This is an optimization exercise on Yosys and OpenROAD, whose aim is a short achievable clock period and few clock cycles per item, not a production implementation. RTL that was checked went through simulation tests only; none was proved equivalent to the original. Power figures rest on the tool's default switching activity, not on a simulated workload.

==> v10 <==
## dnp3_rx
module dnp3_rx (
    input  wire        clk,
    input  wire        rst,
    input  wire        cmd_valid,
    output reg         cmd_ready,
    input  wire [8:0]  cmd_len,
    input  wire        in_valid,
    output reg         in_ready,
    input  wire [31:0] in_data,
    output reg         res_valid,
    output reg  [3:0]  res_err,
    output reg  [16:0] res_mask,
    output reg  [6:0]  res_sum,
    output reg  [4:0]  res_nblk,
    output reg  [7:0]  res_len,
    output reg  [7:0]  res_ctrl,
    output reg  [15:0] res_dst,
    output reg  [15:0] res_src
);
Settings: LEC_CHECK=0, ABC_CLOCK_PERIOD_IN_PS=1000, CAP_MARGIN=20, CORE_MARGIN=2, CORE_UTILIZATION=40, PLACE_DENSITY=0.6, SLEW_MARGIN=20; clock period 8.0 ns.
standard.sh (not shown) runs the stock make flow with config.mk's settings and CLKGATE_MAP_FILE= SYNTH_SCRIPT=/design/flow/synth_recipe.tcl, a recipe that flattens the netlist after the stock synthesis.
==> flow/flow/run.sh <==
#!/bin/bash
set -euo pipefail
export SETUP_SLACK_MARGIN=5.6
bash standard.sh > standard.log 2>&1
==> v38 (differences from v10) <==
--- a/flow/design.v
+++ b/flow/design.v
@@ -173,27 +173,41 @@
     wire        r2_n   = first ? h_n4 : nr3;
     wire        r3_n   = first ? h_n5 : nr4;
     wire [14:0] cls_n  = beat_class(p_n, last_n, k_f, r1_n, r2_n, r3_n);
     wire        retire0 = nf && h_ne && h_z;      
     wire        pop     = (bv && first) || retire0;
     wire        push    = cmd_v1;
-    reg         v2, chk2, tok2, tile2, first2, sec2;
-    reg  [31:0] d2;
-    reg  [3:0]  emask2, nmask2, dn2;
+    reg  [15:0] nl_w [0:3];
+    reg  [15:0] el_w [0:3];
+    integer li;
+    always @(*) begin
+        for (li = 0; li < 4; li = li + 1) begin
+            el_w[li] = emask[li] ? lane_term(li, 0, in_d1[8*li +: 8]) : 16'd0;
+            nl_w[li] = (nmask[li] && dn[0]) ? lane_term(li, 1, in_d1[8*li +: 8]) :
+                       (nmask[li] && dn[1]) ? lane_term(li, 2, in_d1[8*li +: 8]) :
+                       (nmask[li] && dn[2]) ? lane_term(li, 3, in_d1[8*li +: 8]) :
+                       (nmask[li] && dn[3]) ? lane_term(li, 4, in_d1[8*li +: 8]) :
+                       16'd0;
+        end
+    end
+    reg         v2, chk2, tok2, tile2;
+    reg  [15:0] nl2 [0:3];
+    reg  [15:0] el2 [0:3];
     reg  [1:0]  esel2;
     reg  [4:0]  nblk2, blk2;
     reg  [7:0]  ex2;
+    reg         hstart;
+    reg  [7:0]  hlen, hctrl;
+    reg  [15:0] hdst, hsrc;
     always @(posedge clk) begin
         if (push) fq[fq_wp] <= c_ent;
-        d2     <= in_d1;
-        emask2 <= emask;
-        nmask2 <= nmask;
-        dn2    <= dn;
-        esel2  <= esel;
-        first2 <= bv && first;
-        sec2   <= bv && nsec && !first;
+        for (li = 0; li < 4; li = li + 1) begin
+            nl2[li] <= nl_w[li];
+            el2[li] <= el_w[li];
+        end
+        esel2 <= esel;
         blk2  <= blk;
         nblk2 <= blk + 5'd1;
         ex2   <= ex;
         tile2 <= bv && tile_c;
         if (bv) begin
             np    <= p_n;
@@ -206,12 +220,21 @@
             ncls  <= cls_n;
             fk    <= k_f;
             frange <= rng;
             fblk  <= chk ? blk + 5'd1 : blk;
             fex   <= chk ? ex - 8'd2 : ex;
             nsec  <= first && !last;
+            if (first) begin
+                hstart <= (in_d1[15:0] == 16'h6405);
+                hlen   <= in_d1[23:16];
+                hctrl  <= in_d1[31:24];
+            end
+            if (nsec && !first) begin
+                hdst <= in_d1[15:0];
+                hsrc <= in_d1[31:16];
+            end
         end
         if (rst) begin
             fq_wp  <= 1'b0;
             fq_rp  <= 1'b0;
             fq_cnt <= 2'd0;
             zpend  <= 1'b0;
@@ -232,63 +255,12 @@
             if (bv) nf <= last;
             v2   <= bv;
             chk2 <= bv && chk;
             tok2 <= (bv && last) || retire0;
         end
     end
-    reg  [15:0] nl_w [0:3];
-    reg  [15:0] el_w [0:3];
-    integer li;
-    always @(*) begin
-        for (li = 0; li < 4; li = li + 1) begin
-            el_w[li] = emask2[li] ? lane_term(li, 0, d2[8*li +: 8]) : 16'd0;
-            nl_w[li] = (nmask2[li] && dn2[0]) ? lane_term(li, 1, d2[8*li +: 8]) :
-                       (nmask2[li] && dn2[1]) ? lane_term(li, 2, d2[8*li +: 8]) :
-                       (nmask2[li] && dn2[2]) ? lane_term(li, 3, d2[8*li +: 8]) :
-                       (nmask2[li] && dn2[3]) ? lane_term(li, 4, d2[8*li +: 8]) :
-                       16'd0;
-        end
-    end
-    wire [15:0] eres = (esel2 == 2'd1) ? RES1 : (esel2 == 2'd2) ? RES2 :
-                       (esel2 == 2'd3) ? RES3 : RES4;
-    reg         v3, chk3, tok3, tile3;
-    reg  [15:0] nl3 [0:3];
-    reg  [15:0] esum3;
-    reg  [4:0]  nblk3, blk3;
-    reg  [7:0]  ex3;
-    reg         hstart;
-    reg  [7:0]  hlen, hctrl;
-    reg  [15:0] hdst, hsrc;
-    always @(posedge clk) begin
-        for (li = 0; li < 4; li = li + 1) begin
-            nl3[li] <= nl_w[li];
-        end
-        esum3 <= el_w[0] ^ el_w[1] ^ el_w[2] ^ el_w[3] ^ eres;
-        blk3  <= blk2;
-        nblk3 <= nblk2;
-        ex3   <= ex2;
-        tile3 <= tile2;
-        if (first2) begin
-            hstart <= (d2[15:0] == 16'h6405);
-            hlen   <= d2[23:16];
-            hctrl  <= d2[31:24];
-        end
-        if (sec2) begin
-            hdst <= d2[15:0];
-            hsrc <= d2[31:16];
-        end
-        if (rst) begin
-            v3   <= 1'b0;
-            chk3 <= 1'b0;
-            tok3 <= 1'b0;
-        end else begin
-            v3   <= v2;
-            chk3 <= chk2;
-            tok3 <= tok2;
-        end
-    end
     reg         hf_len, hf_fnc, hf_fcv, hf_res, hf_srcff, hf_eq, hf_start;
     wire        prm      = hctrl[6];
     wire [3:0]  fnc      = hctrl[3:0];
     always @(posedge clk) begin
         hf_len   <= (hlen < 8'd5);
         hf_fnc   <= !(prm ? (fnc == 4'd0 || fnc == 4'd1 || fnc == 4'd2 ||
@@ -298,21 +270,24 @@
         hf_res   <= !prm && hctrl[5];
         hf_srcff <= (hsrc == 16'hFFFF);
         hf_eq    <= (hdst == hsrc);
         hf_start <= hstart;
     end
     reg  [15:0] acc;
-    reg  [15:0] x4;
-    reg         chk4, tok4, tile4, start_ok4, lenfail4, hbad4;
-    reg  [4:0]  blk4;
-    reg  [2:0]  hidx4;
-    reg  [3:0]  errnc4;
-    reg  [7:0]  hlen4, hctrl4;
-    reg  [15:0] hdst4, hsrc4;
-    reg  [4:0]  nblk4;
-    wire [15:0] nsum = nl3[0] ^ nl3[1] ^ nl3[2] ^ nl3[3];
+    reg  [15:0] x3;
+    reg         chk3, tok3, tile3, start_ok3, lenfail3, hbad3;
+    reg  [4:0]  blk3;
+    reg  [2:0]  hidx3;
+    reg  [3:0]  errnc3;
+    reg  [7:0]  hlen3, hctrl3;
+    reg  [15:0] hdst3, hsrc3;
+    reg  [4:0]  nblk3;
+    wire [15:0] nsum = nl2[0] ^ nl2[1] ^ nl2[2] ^ nl2[3];
+    wire [15:0] eres = (esel2 == 2'd1) ? RES1 : (esel2 == 2'd2) ? RES2 :
+                       (esel2 == 2'd3) ? RES3 : RES4;
+    wire [15:0] esum = el2[0] ^ el2[1] ^ el2[2] ^ el2[3] ^ eres;
     reg  [2:0]  hidx;
     reg  [3:0]  herr;
     always @(*) begin
         hidx = 3'd0;
         herr = E_OK;
         if (hf_len) begin
@@ -327,58 +302,58 @@
             hidx = 3'd5; herr = E_ADDRESS;
         end else if (hf_eq) begin
             hidx = 3'd6; herr = E_ADDRESS;
         end
     end
     always @(posedge clk) begin
-        if (v3)
-            acc <= (chk3 ? 16'd0 : acc) ^ nsum;
-        x4        <= acc ^ esum3;
-        blk4      <= blk3;
-        nblk4     <= nblk3;
-        tile4     <= tile3;
-        start_ok4 <= hf_start;
-        lenfail4  <= (hlen != ex3);
-        hidx4     <= hidx;
-        hbad4     <= (hidx != 3'd0);
-        errnc4    <= !tile3 ? E_LENGTH : !hf_start ? E_STARTMARK :
-                     (hidx != 3'd0) ? herr : (hlen != ex3) ? E_CLEN : E_OK;
-        hlen4     <= hlen;
-        hctrl4    <= hctrl;
-        hdst4     <= hdst;
-        hsrc4     <= hsrc;
+        if (v2)
+            acc <= (chk2 ? 16'd0 : acc) ^ nsum;
+        x3        <= acc ^ esum;
+        blk3      <= blk2;
+        nblk3     <= nblk2;
+        tile3     <= tile2;
+        start_ok3 <= hf_start;
+        lenfail3  <= (hlen != ex2);
+        hidx3     <= hidx;
+        hbad3     <= (hidx != 3'd0);
+        errnc3    <= !tile2 ? E_LENGTH : !hf_start ? E_STARTMARK :
+                     (hidx != 3'd0) ? herr : (hlen != ex2) ? E_CLEN : E_OK;
+        hlen3     <= hlen;
+        hctrl3    <= hctrl;
+        hdst3     <= hdst;
+        hsrc3     <= hsrc;
         if (rst) begin
             acc  <= 16'd0;
-            chk4 <= 1'b0;
-            tok4 <= 1'b0;
+            chk3 <= 1'b0;
+            tok3 <= 1'b0;
         end else begin
-            chk4 <= chk3;
-            tok4 <= tok3;
+            chk3 <= chk2;
+            tok3 <= tok2;
         end
     end
     reg  [16:0] macc;       
     reg         macc_any;
-    wire        fail4   = chk4 && (x4 != 16'd0);
-    wire [16:0] bit4    = 17'd1 << blk4;
-    wire [16:0] maskf   = macc | (bit4 & {17{fail4}});
-    wire        crcfail = macc_any || fail4;
+    wire        fail3   = chk3 && (x3 != 16'd0);
+    wire [16:0] bit3    = 17'd1 << blk3;
+    wire [16:0] maskf   = macc | (bit3 & {17{fail3}});
+    wire        crcfail = macc_any || fail3;
     always @(posedge clk) begin
         if (rst) begin
             macc      <= 17'd0;
             macc_any  <= 1'b0;
             res_valid <= 1'b0;
         end else begin
-            macc      <= tok4 ? 17'd0 : maskf;
-            macc_any  <= !tok4 && crcfail;
-            res_valid <= tok4;
-        end
-        res_err  <= (tile4 && start_ok4 && crcfail) ? E_INTEGRITY : errnc4;
-        res_mask <= tile4 ? maskf : 17'd0;
-        res_sum  <= (tile4 && start_ok4) ?
-                    {hidx4, 1'b0, lenfail4, hbad4, crcfail} : 7'd0;
-        res_nblk <= tile4 ? nblk4 : 5'd0;
-        res_len  <= tile4 ? hlen4 : 8'd0;
-        res_ctrl <= tile4 ? hctrl4 : 8'd0;
-        res_dst  <= tile4 ? hdst4 : 16'd0;
-        res_src  <= tile4 ? hsrc4 : 16'd0;
+            macc      <= tok3 ? 17'd0 : maskf;
+            macc_any  <= !tok3 && crcfail;
+            res_valid <= tok3;
+        end
+        res_err  <= (tile3 && start_ok3 && crcfail) ? E_INTEGRITY : errnc3;
+        res_mask <= tile3 ? maskf : 17'd0;
+        res_sum  <= (tile3 && start_ok3) ?
+                    {hidx3, 1'b0, lenfail3, hbad3, crcfail} : 7'd0;
+        res_nblk <= tile3 ? nblk3 : 5'd0;
+        res_len  <= tile3 ? hlen3 : 8'd0;
+        res_ctrl <= tile3 ? hctrl3 : 8'd0;
+        res_dst  <= tile3 ? hdst3 : 16'd0;
+        res_src  <= tile3 ? hsrc3 : 16'd0;
     end
 endmodule
- ABC_CLOCK_PERIOD_IN_PS: 1000 -> 2000
- CORE_UTILIZATION: 40 -> 60
- CTS_CLUSTER_DIAMETER: not set -> 70
- CTS_CLUSTER_SIZE: not set -> 50
- PLACE_DENSITY: 0.6 -> 0.7
==> comparison table <==
Result of the run: v38 no timing/DRC/antenna violations; v10 no timing/DRC/antenna violations
Reg clk slew, reported paths: v38 0.12 ns; v10 0.06 ns
Number of cell instances on the worst register-to-register path: v38 13; v10 11
Buffer count excluding the clock tree in the final layout: v38 397; v10 350
Layout inverter count without the clock tree: v38 38; v10 46
Detailed-route wire length: v38 77810 µm; v10 72260 µm
Per-instance average area after synthesis: v38 11.16 µm²; v10 11.16 µm²
Multi-input gate area in the final layout: v38 0.01442 mm²; v10 0.01380 mm²
Proportion of final cell area spent on non-clock buffers: v38 10.95%; v10 9.326%
Register fraction of the total cell area: v38 39.59%; v10 40.29%
Post-Place Setup Slack: v38 3.601 ns; v10 4.035 ns
Die boundary width: v38 211.8 µm; v10 257.0 µm
Standard cell area after detailed placement: v38 0.02820 mm²; v10 0.02815 mm²
Number of distinct standard cells referenced by the synthesized netlist: v38 69; v10 71
Number of standard cells after synthesis: v38 2323; v10 2294
Worst hold margin: v38 0.3384 ns; v10 0.3239 ns
TritonCTS buffer count: v38 30; v10 60
Antenna violations before repair: v38 6; v10 2
Final cycle utilization of the critical path: v38 47.64%; v10 42.02%
Count of non-filler cells in the finished layout: v38 3247; v10 3490
Finished layout cell area: v38 0.03344 mm²; v10 0.03375 mm²
Top routing layer in use: v38 met5; v10 met4
Total leakage power: v38 12.96 nW; v10 12.98 nW
Seq. cell area: v38 0.01324 mm²; v10 0.01360 mm²
Most common cell after layout, fill and taps aside: v38 sky130_fd_sc_hd__xnor2_1; v10 sky130_fd_sc_hd__dfxtp_1
Source-to-sink clock delay at the later pin of the worst-skew pair: v38 0.65 ns; v10 0.63 ns
Testbench counts of v10, summed over its fixed seeds: cycles 12,403, frames 320.
Function not checked in v38: the RTL went through the layout flow alone.

-- re-timing with driven ports --
No port has a modelled driver above. Below, the same layouts with a new extraction and two added sets of constraints.
Step 1 (the two cells are an assumption about what drives the block):
set clk [get_ports {clk}]
set_driving_cell -lib_cell sky130_fd_sc_hd__clkbuf_16 $clk
set_driving_cell -lib_cell sky130_fd_sc_hd__buf_2 [delete_from_list [all_inputs] $clk]
Step 2 times the ports against the registers' clock, not the clock port: input delays grow and output delays shrink by t, the midpoint of the rising clock arrivals with the driver on.
Three values: no drivers, after step 1, after step 2; two values: the first two.
| run | t, ns | setup WS [ns] | worst setup path at the end |
|---|---|---|---|
| v10 | 0.670 | 4.638 / 4.638 / 4.638 | register to register |
| v38 | 0.685 | 4.189 / 4.189 / 4.189 | register to register |
After both steps every run listed still meets setup and hold.
